This is an optimization exercise on Yosys and OpenROAD, whose aim is a short achievable clock period, not a production implementation. Function was checked by simulation only, so behaviour that the tests miss may differ from the original. The clock port is modelled as an ideal driver, which makes a skipped or thinned clock tree look cheaper than it is; a real chip needs a root buffer or a tree. Power is estimated from default activity; no workload was simulated.

Setup of v6:
==> flow/design.v (excerpt) <==
module mapic_acq (
    input  wire        clk,
    input  wire        rst,
    input  wire        us_tick,
    input  wire        cin_valid,
    input  wire [7:0]  cin_data,
    input  wire        cin_last,
    output wire        cin_ready,
    output wire        cout_valid,
    output wire [7:0]  cout_data,
    output wire        cout_last,
    input  wire        cout_ready,
    output wire        sout_valid,
    output wire [7:0]  sout_data,
    output wire        sout_last,
    input  wire [11:0] adc_data,
    input  wire        trig_in,
    input  wire        rate_in,
    output wire        bus_req,
    output wire [1:0]  bus_op,
    output wire [6:0]  bus_addr,
    output wire [7:0]  bus_wdata,
    input  wire        bus_ack,
    input  wire        bus_present,
    input  wire [7:0]  bus_rdata,
    output wire        pol_out,
    output wire        tp_out,
    output wire        clr_out,
    output wire        idle,
    output wire [2:0]  fault_code,
    output wire [7:0]  bus_err_cnt
);
Size: about 92 I/O pins, about 47000 µm² of cells after synthesis.
Settings: LEC_CHECK=0, CAP_MARGIN=20, CORE_MARGIN=2, CORE_UTILIZATION=65, SLEW_MARGIN=20, SYNTH_HIERARCHICAL=1, SYNTH_MINIMUM_KEEP_SIZE=0; clock period 18.0 ns.
standard.sh (not shown) runs the stock make flow with config.mk's settings and CLKGATE_MAP_FILE= SYNTH_SCRIPT=/design/flow/synth_recipe.tcl, a recipe that flattens the netlist after the stock synthesis.
==> flow/flow/run.sh <==
#!/bin/bash
set -euo pipefail
W=$(pwd)
R=$W/orfs/results/sky130hd/mapic_acq/base
export SETUP_SLACK_MARGIN=$(cat "$W/flow/margin")
export PRE_REPAIR_TIMING_POST_PLACE_TCL=$W/flow/post_place.tcl
export MYCTS_LEAVES=64
export MYCTS_ROOTS=4
export MYCTS_LEAFBUF=sky130_fd_sc_hd__clkbuf_16
export MYCTS_ROOTBUF=sky130_fd_sc_hd__buf_16
export MYCTS_PULL_OUT=1
bash "$W/standard.sh" synth > "$W/flow_synth.log" 2>&1
bash "$W/standard.sh" place > "$W/flow_place.log" 2>&1
bash "$W/standard.sh" run RUN_SCRIPT="$W/flow/mycts.tcl" RUN_LOG_NAME_STEM=4_1_mycts > "$W/flow_cts.log" 2>&1
test -s "$R/4_1_cts.odb" && test -s "$R/4_cts.sdc"
cp "$R/4_1_cts.odb" "$R/4_cts.odb"
touch "$R/4_cts.sdc"
bash "$W/standard.sh" > "$W/flow_finish.log" 2>&1
Other scripts of this flow, unchanged in this note and not shown: flow/flow/margin, flow/flow/mycts.tcl, flow/flow/post_place.tcl
v6 finished all stages; the layout is clean.
Changes in v7 relative to v6:
--- a/flow/design.v
+++ b/flow/design.v
@@ -144,14 +144,15 @@
     wire [11:0] e_win_dec;
     wire        e_win_go;
     wire [1:0]  e_clr_dec;
     wire        e_clr1;
     wire [31:0] e_rval_n;
     wire [1:0]  e_rmod_n;
     wire        e_rdy_i, e_cd_sel, e_klast_cur;
+    wire [1:0]  e_dq_t, e_dq_nt;
     wire [7:0]  e_cd_v0, e_cd_v1;
     wire [1:0]  e_tx_kind_n;
     mapic_acq_early u_early (
         .s_idle(s_idle_i), .s_decode(s_decode), .s_rxpay(s_rxpay), .s_paydone(s_paydone),
         .s_drain(s_drain), .s_rdg(s_rdg), .s_rdt(s_rdt), .s_scan(s_scan), .s_write(s_write),
         .s_settle(s_settle), .s_txwait(s_txwait), .s_next(s_next), .s_fill(s_fill),
         .s_send(s_send_i), .s_burst(s_burst), .s_burstq(s_burstq), .s_rate(s_rate),
@@ -199,15 +200,16 @@
         .e_defer_go(e_defer_go), .e_bb_n(e_bb_n), .e_tx_defer(e_tx_defer),
         .e_pcount_n(e_pcount_n), .e_reached_n(e_reached_n), .e_bt_zero(e_bt_zero),
         .e_tcnt3(e_tcnt3), .e_tcnt_inc(e_tcnt_inc),
         .e_sb1_en(e_sb1_en), .e_sb2_en(e_sb2_en), .e_sb3_en(e_sb3_en),
         .e_win_dec(e_win_dec), .e_win_go(e_win_go), .e_clr_dec(e_clr_dec),
         .e_clr1(e_clr1), .e_rval_n(e_rval_n), .e_rmod_n(e_rmod_n),
         .e_rdy_i(e_rdy_i), .e_cd_sel(e_cd_sel), .e_klast_cur(e_klast_cur),
-        .e_cd_v0(e_cd_v0), .e_cd_v1(e_cd_v1), .e_tx_kind_n(e_tx_kind_n)
+        .e_cd_v0(e_cd_v0), .e_cd_v1(e_cd_v1), .e_tx_kind_n(e_tx_kind_n),
+        .e_dq_t(e_dq_t), .e_dq_nt(e_dq_nt)
     );
     wire vl       = cin_valid && cin_last;
     wire t_entry  = (trig_in && e_ta_nq) || e_ta_p;
     wire t_ovf    = (trig_in && e_ta_nqf) || e_ta_pf;
     wire r_entry  = (rate_in && e_ra_nq) || e_ra_p;
     wire ack_ok   = bus_ack && bus_present;
     wire ack_miss = bus_ack && !bus_present;
@@ -455,18 +457,15 @@
             else
                 pcount <= e_pcount_n;
             if (dx_burst)
                 reached <= e_bt_zero;
             else
                 reached <= e_reached_n;
             bb <= e_bb_n;
-            if (t_entry && !e_defer_go)
-                dq <= dq + 2'd1;
-            else if (!t_entry && e_defer_go)
-                dq <= dq - 2'd1;
+            dq <= t_entry ? e_dq_t : e_dq_nt;
             r_inc <= r_entry;
             r_insvc   <= r_insvc_n;
             r_insvc_b <= !r_insvc_n;
             if (r_entry) begin
                 r_armed <= 1'b0;
                 r_pend  <= 1'b0;
                 clr_cnt <= CLR_PULSE_US;
@@ -598,15 +597,16 @@
     output wire         e_win_go,
     output wire [1:0]   e_clr_dec,
     output wire         e_clr1,
     output wire [31:0]  e_rval_n,
     output wire [1:0]   e_rmod_n,
     output wire         e_rdy_i, e_cd_sel, e_klast_cur,
     output wire [7:0]   e_cd_v0, e_cd_v1,
-    output wire [1:0]   e_tx_kind_n
+    output wire [1:0]   e_tx_kind_n,
+    output wire [1:0]   e_dq_t, e_dq_nt
 );
     localparam [6:0] GAIN_ADDR = 7'h2D;
     localparam [6:0] THR_ADDR  = 7'h2C;
     localparam [1:0] BUS_PROBE = 2'd0, BUS_READ = 2'd1, BUS_WRITE = 2'd2;
     localparam [2:0] F_UNKNOWN = 3'd1, F_SHORT = 3'd5;
     localparam [2:0] PO_WRG = 3'd0, PO_WRT = 3'd1, PO_STRM = 3'd2, PO_BURST = 3'd3, PO_LSET = 3'd4;
     localparam [1:0] TX_P2 = 2'd0, TX_P4 = 2'd1, TX_PL = 2'd2, TX_PB = 2'd3;
@@ -799,14 +799,16 @@
     assign e_sl_n       = s_send && (sidx == 4'd14);
     assign e_sh_n[63:0]   = s_send ? sh[71:8] : sh[63:0];
     assign e_sh_n[127:64] = str_go ? 64'd0 : s_send ? {8'd0, sh[127:72]} : sh[127:64];
     assign e_srem_n   = (pay_ok && p_strm) ? rx_buf[31:0] :
                         (s_send && sidx == 4'd15) ? srem - (fill_m2 ? 32'd2 : 32'd1) : srem;
     assign e_sfirst_n = (pay_ok && p_strm) ? 1'b1 : (s_send && sidx == 4'd15) ? 1'b0 : sfirst;
     assign e_defer_go = defer_go;
+    assign e_dq_t  = defer_go ? dq : dq + 2'd1;
+    assign e_dq_nt = defer_go ? dq - 2'd1 : dq;
     assign e_bb_n[  0 +: 48] = (defer_go && pcount[1:0] == 2'd0) ? {sb3, sb2, sb1, sb0} : bb[  0 +: 48];
     assign e_bb_n[ 48 +: 48] = (defer_go && pcount[1:0] == 2'd1) ? {sb3, sb2, sb1, sb0} : bb[ 48 +: 48];
     assign e_bb_n[ 96 +: 48] = (defer_go && pcount[1:0] == 2'd2) ? {sb3, sb2, sb1, sb0} : bb[ 96 +: 48];
     assign e_bb_n[144 +: 48] = (defer_go && pcount[1:0] == 2'd3) ? {sb3, sb2, sb1, sb0} : bb[144 +: 48];
     assign e_pcount_n  = (t_insvc && t_cnt == 2'd1) ? pcount + 64'd1 : pcount;
     assign e_reached_n = (pcount >= btarget);
     assign e_bt_zero   = (btarget == 64'd0);
## What came out
- For v7 and v6, there was not a single run that failed to finish clean.
- There was hardly any difference in clock latency on the worst-skew pair between v7 and v6.
- v7 has clock power share above what v6 had.
- Area growth from synthesis to final layout (lower): v7
- Of the two values seen for worst-path cell with the longest stage delay, sky130_fd_sc_hd__dfxtp_4 was produced by v6 and sky130_fd_sc_hd__dfxtp_2 by v7.
- [compare] base=v6 new=v7: met3 layer usage reported by global route shows a reduction of 0.81 points; setup slack up 0.014 ns; tightest slew margin relative to the limit climbed 5.9 points.
- v7 vs. v6: combined area of the multi-input logic cells fell about 1.8%; register-to-register setup slack lost 0.09 ns; met1 usage in global routing -2.7 points; number of buffer and inverter stages on the critical path comparable.
- Cmp v7 and v6 / transition at the pin with the smallest max-transition slack / lower: v7
In every run of this note, the design's own scripts or RTL, not TritonCTS, make the clock network.

## separate check: timing with driven ports
In the flow no input, the clock included, has a driving cell. The finished layouts below were timed again as built, in two steps.
Step 1 (the two cells are an assumption about what drives the block):
set clk [get_ports {clk}]
set_driving_cell -lib_cell sky130_fd_sc_hd__clkbuf_16 $clk
set_driving_cell -lib_cell sky130_fd_sc_hd__buf_2 [delete_from_list [all_inputs] $clk]
Step 2 also shifts input and output timing later by t, the mid clock arrival at the registers, as if the neighbouring blocks saw the same clock.
Slacks: no drivers / after step 1 / after step 2; pairs: no drivers / after step 1.
run | shift t [ns] | setup WS [ns] | worst setup path after step 2 | latest minus earliest clock arrival (ns)
v6 | 0.615 | 13.463 / 13.296 / 13.013 | input to register | 0.043 / 0.043
v7 | 0.601 | 13.477 / 13.318 / 13.062 | input to register | 0.036 / 0.037
After both steps setup and hold are still met in every run listed. The setup slack of v6, which loses most, moves by -0.167 ns with the drivers and by -0.450 ns with both steps.
